Source: an optimization exercise on an open RTL-to-GDS flow (aim: small area, a short achievable clock period and few clock cycles). Production flows keep margins and buffers that such runs may drop.
No functional check of the RTL was part of this run.
Power is estimated from default activity; no workload was simulated.

==> design.v <==
module mansos_demod (
    input  wire        clk,
    input  wire        rst,           
    input  wire        start,         
    output wire        raw_re,        
    output wire [6:0]  raw_addr,
    input  wire [7:0]  raw_rdata,
    output wire        busy,
    output reg         done,          
    output reg  [2:0]  result,
    output wire [1:0]  halt_state,
    output wire [3:0]  bit_len,
    output wire [6:0]  bit_count,
    output wire [3:0]  nbytes,
    output wire [63:0] frame_out
);
    localparam [1:0] S_PRE = 2'd0, S_DELIM = 2'd1, S_DATA = 2'd2;
    localparam [2:0] R_VALID = 3'd1, R_EXHAUSTED = 3'd2, R_BAD_DELIM = 3'd3,
                     R_LENGTH = 3'd5, R_CHECKSUM = 3'd6;
    reg        run;           
    reg        setl;          
    reg [10:0] rd;            
    reg [7:0]  ra;            
    reg [1:0]  wb;            
    reg        rv;            
    reg [31:0] win;           
    reg [3:0]  L;
    reg [1:0]  state;
    reg        pol, locked;
    reg [1:0]  cnt;
    reg [4:0]  ds;            
    reg [63:0] sr;            
    reg [6:0]  bit_idx;
    reg [2:0]  zr;
    reg [15:0] crc;
    reg        crc_pend;      
    reg [3:0]  oh_b;          
    reg [7:0]  oh_o;          
    reg        re_q;          
    reg [2:0]  nwin;          
    assign busy       = run;
    assign halt_state = state;
    assign bit_len    = L;
    assign bit_count  = bit_idx;
    assign nbytes     = (result[2] || result == R_VALID) ? bit_idx[6:3] : 4'd0;
    genvar g;
    generate
        for (g = 0; g < 8; g = g + 1) begin : g_frame
            assign frame_out[8*g +: 8] = sr[63-8*g -: 8];
        end
    endgenerate
    assign raw_re   = re_q;
    assign raw_addr = ra[6:0];
    reg [21:0] w22;
    reg [14:0] r;
    integer q, u;
    always @* begin
        for (q = 0; q < 22; q = q + 1) begin
            w22[q] = 1'b0;
            for (u = 0; u < 4; u = u + 1)
                w22[q] = w22[q] | (oh_b[u] & win[(8*u + q) % 32]);
        end
        for (q = 0; q < 15; q = q + 1) begin
            r[q] = 1'b0;
            for (u = 0; u < 8; u = u + 1)
                r[q] = r[q] | (oh_o[u] & w22[q + u]);
        end
    end
    function [4:0] therm5(input [4:0] x);
        integer a, b;
        reg [4:0] y;
        reg hi, lo;
        begin
            y = x;
            for (a = 0; a < 5; a = a + 1)
                for (b = 0; b < 4 - a; b = b + 1) begin
                    hi = y[b] | y[b+1];
                    lo = y[b] & y[b+1];
                    y[b]   = hi;
                    y[b+1] = lo;
                end
            therm5 = y;           
        end
    endfunction
    wire [9:0] lmask;
    genvar gk;
    generate
        for (gk = 0; gk < 10; gk = gk + 1) begin : g_mask
            assign lmask[gk] = (gk < L);
        end
    endgenerate
    wire [9:0] m  = r[9:0] & lmask;
    wire [5:0] ta = {therm5(m[4:0]), 1'b1};    
    wire [5:0] tb = {therm5(m[9:5]), 1'b1};
    wire [2:0] thr = L[3:1] + {2'd0, L[0]};    
    reg vote;
    always @* begin
        case (thr)
            3'd2:    vote = ta[2] | (ta[1] & tb[1]) | tb[2];
            3'd3:    vote = ta[3] | (ta[2] & tb[1]) | (ta[1] & tb[2]) | tb[3];
            3'd4:    vote = ta[4] | (ta[3] & tb[1]) | (ta[2] & tb[2]) | (ta[1] & tb[3]) | tb[4];
            default: vote = ta[5] | (ta[4] & tb[1]) | (ta[3] & tb[2]) | (ta[2] & tb[3])
                          | (ta[1] & tb[4]) | tb[5];
        endcase
    end
    wire first = r[0];
    wire past  = r[L];
    reg [7:0] is4, ge3;
    integer i;
    always @* begin
        for (i = 0; i < 8; i = i + 1) begin
            is4[i] = (r[4+i] == pol) && (r[5+i] == pol) && (r[6+i] != pol) && (r[7+i] != pol);
            ge3[i] = ((r[4+i] == pol) && (r[5+i] == pol) && ((r[6+i] != pol) || (r[7+i] != pol)))
                  || ((r[6+i] != pol) && (r[7+i] != pol) && ((r[4+i] == pol) || (r[5+i] == pol)));
        end
    end
    wire fast = !locked && (rd <= 11'd1001);    
    reg [7:0] esel;
    always @* begin
        esel = 8'd0;
        if      (is4[0]) esel[0] = 1'b1;
        else if (is4[1]) esel[1] = 1'b1;
        else if (is4[2]) esel[2] = 1'b1;
        else if (is4[3]) esel[3] = 1'b1;
        else if (is4[4]) esel[4] = 1'b1;
        else if (ge3[0]) esel[0] = 1'b1;
        else if (ge3[1]) esel[1] = 1'b1;
        else if (ge3[2]) esel[2] = 1'b1;
        else if (ge3[3]) esel[3] = 1'b1;
        else if (ge3[4]) esel[4] = 1'b1;
        else if (fast && ge3[5]) esel[5] = 1'b1;
        else if (fast && ge3[6]) esel[6] = 1'b1;
        else if (fast && ge3[7]) esel[7] = 1'b1;
    end
    wire e_found = |esel;
    wire [4:0] dist5  = rd[4:0] - ds;
    wire [3:0] new_l  = dist5[4] ? {2'b01, dist5[3:2]} : {2'b10, dist5[3:2]};
    wire       len_ok = !(!dist5[4] && dist5[3] && dist5[2]);
    wire [4:0] lo0 = {1'b0, rd[3:0]};
    wire [4:0] lo_lm = lo0 + {1'b0, L} - 5'd1;
    wire [4:0] lo_l  = lo0 + {1'b0, L};
    wire [4:0] lo_lp = lo0 + {1'b0, L} + 5'd1;
    wire [6:0] hi_p1 = rd[10:4] + 7'd1;
    wire [10:0] rd_lm = {lo_lm[4] ? hi_p1 : rd[10:4], lo_lm[3:0]};
    wire [10:0] rd_l  = {lo_l[4]  ? hi_p1 : rd[10:4], lo_l[3:0]};
    wire [10:0] rd_lp = {lo_lp[4] ? hi_p1 : rd[10:4], lo_lp[3:0]};
    reg  [10:0] rd_dat;
    always @* begin
        if (first == vote)     rd_dat = rd_l;
        else if (past != vote) rd_dat = rd_lm;
        else                   rd_dat = rd_lp;
    end
    reg [4:0] lo_edge;
    integer j;
    always @* begin
        lo_edge = 5'd0;
        for (j = 0; j < 8; j = j + 1)
            lo_edge = lo_edge | ({5{esel[j]}} & (lo0 + 5'd6 + j[4:0]));
    end
    wire [4:0] lo_del = e_found ? lo_edge : (fast ? lo0 + 5'd4 : lo0 + 5'd1);
    wire [4:0] lo_fix = setl ? lo0 + {1'b0, new_l} : lo0 + 5'd8;
    wire [4:0]  lo_o  = (state == S_DELIM && !setl) ? lo_del : lo_fix;
    wire [10:0] rd_o  = {lo_o[4] ? hi_p1 : rd[10:4], lo_o[3:0]};
    wire [10:0] rd_nx = (state == S_DATA && !setl) ? rd_dat : rd_o;
    wire [4:0]  p5    = {rd[4] ^ lo_edge[4], lo_edge[3:0]};    
    reg [4:0] use_n;
    reg       exh;
    always @* begin
        case (state)
            S_PRE:   begin use_n = 5'd8;  exh = rd[10]; end
            S_DELIM: begin use_n = fast ? 5'd15 : 5'd12; exh = (rd >= 11'd1005); end
            default: begin use_n = {1'b0, L} + 5'd1; exh = rd[10] || (lo_l[4] && (&rd[9:4])); end
        endcase
    end
    wire [2:0] o = rd[2:0];
    reg  [1:0] need_b;      
    always @* begin
        case (state)
            S_PRE:   need_b = 2'd1;
            S_DELIM: need_b = (fast ? (o <= 3'd1) : (o <= 3'd4)) ? 2'd2 : 2'd3;
            default: begin
                case (L)
                    4'd4:    need_b = (o >= 3'd4) ? 2'd2 : 2'd1;
                    4'd5:    need_b = (o >= 3'd3) ? 2'd2 : 2'd1;
                    4'd6:    need_b = (o >= 3'd2) ? 2'd2 : 2'd1;
                    4'd7:    need_b = (o >= 3'd1) ? 2'd2 : 2'd1;
                    4'd8:    need_b = 2'd2;
                    4'd9:    need_b = (o == 3'd7) ? 2'd3 : 2'd2;
                    default: need_b = (o >= 3'd6) ? 2'd3 : 2'd2;
                endcase
            end
        endcase
    end
    wire data_ok = (nwin >= {1'b0, need_b});
    function [15:0] crc_byte(input [15:0] c0, input [7:0] d);
        integer t;
        reg [15:0] c;
        begin
            c = c0 ^ {8'd0, d};
            for (t = 0; t < 8; t = t + 1)
                c = c[0] ? ((c >> 1) ^ 16'h8408) : (c >> 1);
            crc_byte = c;
        end
    endfunction
    wire [15:0] crc_upd = crc_byte(crc, sr[7:0]);
    wire        crc_ok  = crc_pend ? (crc_upd == 16'd0) : (crc == 16'd0);
    function [3:0] dec4(input [1:0] x);
        dec4 = 4'd1 << x;
    endfunction
    function [7:0] dec8(input [2:0] x);
        dec8 = 8'd1 << x;
    endfunction
    wire acc_start = !run && start && !rst;
    reg  rd_we;
    always @* begin
        rd_we = 1'b0;
        if (run && !rst) begin
            if (setl)
                rd_we = len_ok;
            else if (!exh && data_ok) begin
                case (state)
                    S_PRE:   rd_we = !vote;
                    S_DELIM: rd_we = e_found || !locked;
                    default: rd_we = 1'b1;
                endcase
            end
        end
    end
    wire [10:0] rd_w = acc_start ? 11'd0 : (rd_we ? rd_nx : rd);
    wire       ends = setl ? !len_ok
                    : (exh || (data_ok && (
                          (state == S_DELIM && locked && !e_found)
                       || (state == S_DATA && ((zr != 3'd4) ? (bit_idx == 7'd79) : !vote)))));
    wire       run_w = acc_start || (run && !rst && !ends);
    wire [7:0] ra_w  = acc_start ? 8'd0 : ra + {7'd0, raw_re};
    wire [1:0] crossed = rd_w[4:3] - rd[4:3];
    wire [2:0] nwin_a  = nwin + {2'd0, rv};
    reg  [2:0] nwin_w;
    always @* begin
        case (crossed)
            2'd0:    nwin_w = nwin_a;
            2'd1:    nwin_w = nwin_a - 3'd1;
            default: nwin_w = nwin_a - 3'd2;
        endcase
    end
    wire [2:0] ahead_w = nwin_w + {2'd0, raw_re};
    wire       re_w  = acc_start || (run_w && !ra_w[7] && (ahead_w != 3'd4));
    wire store = (zr != 3'd4);      
    always @(posedge clk) begin
        done <= 1'b0;
        rv   <= raw_re;
        if (rv) begin
            win[{wb[1:0], 3'b000} +: 8] <= raw_rdata;
            wb <= wb + 2'd1;
        end
        if (raw_re) ra <= ra + 8'd1;
        rd    <= rd_w;
        oh_b  <= dec4(rd_w[4:3]);
        oh_o  <= dec8(rd_w[2:0]);
        re_q  <= re_w;
        nwin  <= acc_start ? 3'd0 : nwin_w;
        if (crc_pend) crc <= crc_upd;
        crc_pend <= 1'b0;
        if (rst) begin
            run  <= 1'b0;
            setl <= 1'b0;
        end else if (!run) begin
            if (start) begin
                run      <= 1'b1;
                setl     <= 1'b0;
                ra       <= 8'd0;
                wb       <= 2'd0;
                L        <= 4'd8;
                state    <= S_PRE;
                pol      <= 1'b1;
                locked   <= 1'b0;
                cnt      <= 2'd0;
                bit_idx  <= 7'd0;
                zr       <= 3'd0;
                crc      <= 16'd0;
            end
        end else if (setl) begin
            setl <= 1'b0;
            if (len_ok) begin
                L     <= new_l;
                state <= S_DATA;
            end else begin
                result <= R_BAD_DELIM;
                run    <= 1'b0;
                done   <= 1'b1;
            end
        end else if (exh) begin
            result <= R_EXHAUSTED;
            run    <= 1'b0;
            done   <= 1'b1;
        end else if (data_ok) begin
            case (state)
            S_PRE: begin
                if (vote) begin
                    state  <= S_DELIM;
                    pol    <= 1'b1;
                    locked <= 1'b0;
                    cnt    <= 2'd0;
                end else begin
                end
            end
            S_DELIM: begin
                if (e_found) begin
                    pol <= ~pol;
                    if (!locked) begin
                        locked <= 1'b1;
                        ds     <= p5;
                    end else begin
                        cnt <= cnt + 2'd1;
                        if (cnt == 2'd3)
                            setl <= 1'b1;
                    end
                end else if (!locked) begin
                end else begin
                    result <= R_BAD_DELIM;
                    run    <= 1'b0;
                    done   <= 1'b1;
                end
            end
            default: begin   
                zr <= vote ? 3'd0 : zr + 3'd1;
                if (store) begin
                    if (!bit_idx[6]) begin
                        sr <= {sr[62:0], vote};
                        crc_pend <= (bit_idx[2:0] == 3'd7);
                    end
                    bit_idx <= bit_idx + 7'd1;
                    if (bit_idx == 7'd79) begin
                        result <= R_LENGTH;
                        run    <= 1'b0;
                        done   <= 1'b1;
                    end
                end else if (!vote) begin
                    run  <= 1'b0;
                    done <= 1'b1;
                    if (bit_idx[6:3] != 4'd8)
                        result <= R_LENGTH;
                    else if (!crc_ok)
                        result <= R_CHECKSUM;
                    else
                        result <= R_VALID;
                end
            end
            endcase
        end
    end
endmodule
==> run.sh <==
#!/bin/bash
# synth_recipe.tcl (not shown) runs the flow's synth.tcl, then flattens the netlist and writes it again
# the make line also repeats each setting of config.mk as NAME=value (left out here)
make -C /OpenROAD-flow-scripts/flow DESIGN_CONFIG=/design/flow/config.mk WORK_HOME=/design/flow/orfs CLKGATE_MAP_FILE= SYNTH_SCRIPT=/design/flow/synth_recipe.tcl finish
==> config.mk <==
export PLATFORM = sky130hd
export DESIGN_NAME = mansos_demod
export DESIGN_NICKNAME = mansos_demod
export VERILOG_FILES = /design/flow/design.v
export SDC_FILE = /design/flow/constraint.sdc
export NUM_CORES = 4
export LEC_CHECK = 0
export CAP_MARGIN = 20
export CORE_MARGIN = 2
export CORE_UTILIZATION = 40
export SLEW_MARGIN = 20
==> constraint.sdc <==
create_clock -name core_clock -period 14.0 [get_ports {clk}]
set_input_delay 2.8000 -clock core_clock [delete_from_list [all_inputs] [get_ports {clk}]]
set_output_delay 2.8000 -clock core_clock [all_outputs]
set_load 0.01 [all_outputs]
==> flow_summary.yaml <==
timing:
  fmax_mhz: 148
  whs_ns: 0.446
  drv_slew: 0
  final.setup.tns_ns: 0
  worst_pin_slew_ns: 1.05
  fin_ws_ns: 7.26
  period_needed_ns: 6.74
  setup-violations-final: 0
  relSlewSlack: 0.297
  rsz0062_at_grt: "false"
  finalHoldViolCount: 0
  fin_crit_sh: 0.482
  clock_skew_ns: 0.00745
hold_path:
  worstHoldStart: "sr[44]$_DFFE_PP_"
  hp-class: "reg2reg"
  holdPathStages: 0
  holdPathEnd: "sr[45]$_DFFE_PP_"
critical_path:
  path_max_fanout: 24
  r2r.worst_path.cells: 26
  reg2reg_from: "oh_b[1]$_SDFF_PP0_"
  timing.critical_path.from: "oh_b[1]$_SDFF_PP0_"
  critical_path.startpoint_type: "register"
  r2r_end: "re_q$_DFF_P_"
  reg2reg_slack_ns: 7.26
  cp_data_required_time_ns: 14.34
  worstSetupPathType: "reg2reg"
  endpoint_kind: "register"
  crit_arrival_ns: 7.08
detailed_routing:
  drt_iter0_drc: 1073
  drc: 0
  post_drt_wl_per_cell_um: 18.9
  firstDrtPassIters: 7
  vias: 10500
  drt-total-wl_mm: 33.6
  ant_nets: 0
  via_per_inst: 5.91
floorplan:
  core_um2: 29800
  num_rows: 63
  initial_core_util: 0.409
  dieArea_um2: 31900
  die_w_um: 179
  io_pins: 105
  die_h_um: 179
logic_synthesis:
  syn_inst: 1306
  syn_area_per_cell_um2: 9.34
  ys_types: 102
  ys_seq_elements: 182
  syn_area_um2: 12200
  netlist.area_leader.share: 0.305
  ys_seq_area_frac: 0.401
  synthTopCellsByArea: "edfxtp_1 (31%), dfxtp_1 (9.5%), ha_1 (5.5%)"
  yosysTopAreaCell: "edfxtp_1"
  synth_top_flop_cell: "edfxtp_1"
  yosysWarnings: 1
  synthArstFlopShare: 0
  synth-edff-count: 124
  synth.net_count: 1373
power_and_ir_drop:
  total_power_mw: 3.45
  seqPwrFrac: 0.251
  powerDensity_nw_per_um2: 246
  ir_worst_vdd_mv: 0.142
  power.leakage_nw: 5.11
  power.net_switching_mw: 1.67
  p_comb_frac: 0.617
  switching_share: 0.485
  clkPwrFrac: 0.131
  internal_power_mw: 1.78
global_route:
  antenna_found_initial: 0
  grt_max_degree: 65
  grt.total_usage: 0.213
  grt_pass1_vias: 9920
  grt_first_pass_wirelength_mm: 53.6
  grt_overflow: 0
cts:
  postCtsHoldBufs: 0
  clk_pin_slew_worst_paths_ns: 0.07
  numCtsBuffers: 17
  cts_num_sinks: 182
  cts_setup_buffers: 0
  cts-htree-levels: 4
  clock_latency_ns: 0.45
  cts.path.max_buffers: 2
  cts-root-buf: "clkbuf_16"
  cts_tree: "done"
  cts_resized: 0
placed_design:
  dp_slack_ns: 7.37
  dp_cells: 1748
  place_area_um2: 13500
  dpl.hpwl_mm: 24.8
  io_buffers: 104
  gp_congestion: 0.976
final_layout:
  nets: 1444
  nFillCells: 2848
  area_delta_synth_final_pct: 15.2
  final_area_um2: 14000
  final_core_util: 0.471
  antenna_cells: 0
  instances_no_fill: 1780
  drive_above_1_share: 0.0683
flow_run:
  maxCapViolCount: 0
run_status:
  status: "no timing/DRC/antenna violations"
-- worst max-delay path: stages (launching register included) --
cell and delay (ns):
dfxtp_1 0.57, a22o_1 0.38, or2_1 0.31, a2111oi_0 0.70
a31o_2 0.32, o211ai_1 0.13, or2_1 0.29, a32oi_1 0.19
nand3_1 0.11, o311a_1 0.43, nor3_4 0.34, mux2i_1 0.17
nor4_1 0.27, a41oi_1 0.09, xor2_1 0.20, o211ai_1 0.34
and2_1 0.26, inv_1 0.06, ha_1 0.21, xor2_2 0.25
nor2_1 0.09, xnor2_1 0.14, ha_1 0.18, ha_1 0.18
xor2_1 0.17, xnor2_1 0.17, a2bb2oi_1 0.08
-- cell families after synthesis --
group           count (synthesis)  share of synthesized area
mux                            20                     0.0180
flops                         182                      0.401
xor+xnor                       73                     0.0530
simple gates                  419                      0.180
fa+ha+maj                      58                     0.0604
buf+inv                       136                     0.0485
compound gates                418                      0.240
-- area by class of cell --
class | count | area (um^2) | area share
clock buffer | 18 | 429 | 0.0306
clock inverter | 14 | 118 | 0.00837
inverter | 76 | 285 | 0.0203
multi-input combinational | 988 | 6740 | 0.480
sequential | 182 | 4880 | 0.348
tap | 390 | 488 | 0.0347
timing repair buffer | 112 | 1100 | 0.0784
-- cell usage in the layout (no fill, tap or decap), types with 19 or more instances in the layout --
cell type          n
nor2_1           105
clkdlybuf4s50_1  104
xor2_1            31
a211oi_1          19
nand2_1           96
dfxtp_1           58
edfxtp_1         124
a22oi_1           23
inv_1             73
nand3_1           32
ha_1              54
a22o_1            46
o21ai_0          129
a21oi_1           53
nand4_1           24
xnor2_1           41
nor2b_1           21
nor3_1            30
-- power by group through the flow --
stage	combinational, mW	sequential (mW)	clock (mW)
3_5_place_dp	2.09	0.872	0
3_3_place_gp	2.08	0.876	0
6_report	2.13	0.867	0.454
5_1_grt	2.36	0.878	0.488
2_1_floorplan	1.66	0.798	0
4_1_cts	2.10	0.860	0.469
-- synth_stat cells, types with 8 or more instances --
master    count
o211ai_1     10
a211oi_1     19
a22oi_1      23
and3_1       12
mux2i_1      16
a21oi_1      53
a21o_1       10
nor2b_1      22
clkbuf_1     38
edfxtp_1    124
ha_1         54
or3_1         8
nand2_1      96
xor2_1       31
and2_1       17
o21ai_0     129
a311oi_1      8
xnor2_1      41
nor2_1      105
o22ai_1       8
buf_4         9
or2_2        10
dfxtp_1      58
inv_1        73
nand3_1      32
nand4_1      24
o21a_1       10
a21boi_0     11
nor3_1       31
a22o_1       46
-- how the worst max path moves through the flow --
stage                                  to  cells after the start
after detailed placement     re_q$_DFF_P_                     26
final                        re_q$_DFF_P_                     26
after floorplan           sr[0]$_DFFE_PP_                      4
after global routing         re_q$_DFF_P_                     26
after CTS                    re_q$_DFF_P_                     26
after global placement       re_q$_DFF_P_                     25
-- layer usage --
layer	share of wire	routed length (um)	vias up	GRT usage
met1	0.46	15400	4983	0.299
met3	0.075	2510	71	0.0307
met5	0	0	-	0
met2	0.44	14800	439	0.330
li1	-	-	5032	-
met4	0.027	915	0	0.0867
-- sequential cells by signal, indices dropped and copies added (netlist names), 3 cells and up --
signal / count
sr: 64
win: 32
crc: 16
rd: 11
oh_o: 8
ra: 8
bit_idx: 7
ds: 5
L: 4
oh_b: 4
nwin: 3
result: 3
zr: 3

## static timing again, ports no longer ideal
The results above use ideal ports. As a check the final layout listed here was re-extracted and re-timed, cells and wires unchanged.
Step 1: set_driving_cell puts a clkbuf_16 on clk and a buf_2 on each other input, an assumption about the parent block.
Step 2 moves the port delays by t, midway between the first and last clock arrival at a register: inputs arrive t later, outputs are due t later. That takes back most of the time a late clock gives input paths.
Slacks: ideal ports / drivers / drivers and shift; pairs: ideal ports / drivers.
t (ns): 0.497
slack for setup (ns): 7.256 / 7.256 / 7.256
worst register clock-pin slew, ns: 0.07 / 0.07
worst data-port slew with drivers (ns): 0.05
pins driven straight from the clock port: 1
After both steps this run still meets setup and hold. For this run, drivers alone change the setup slack by 0.000 ns; drivers and shift together by 0.000 ns.
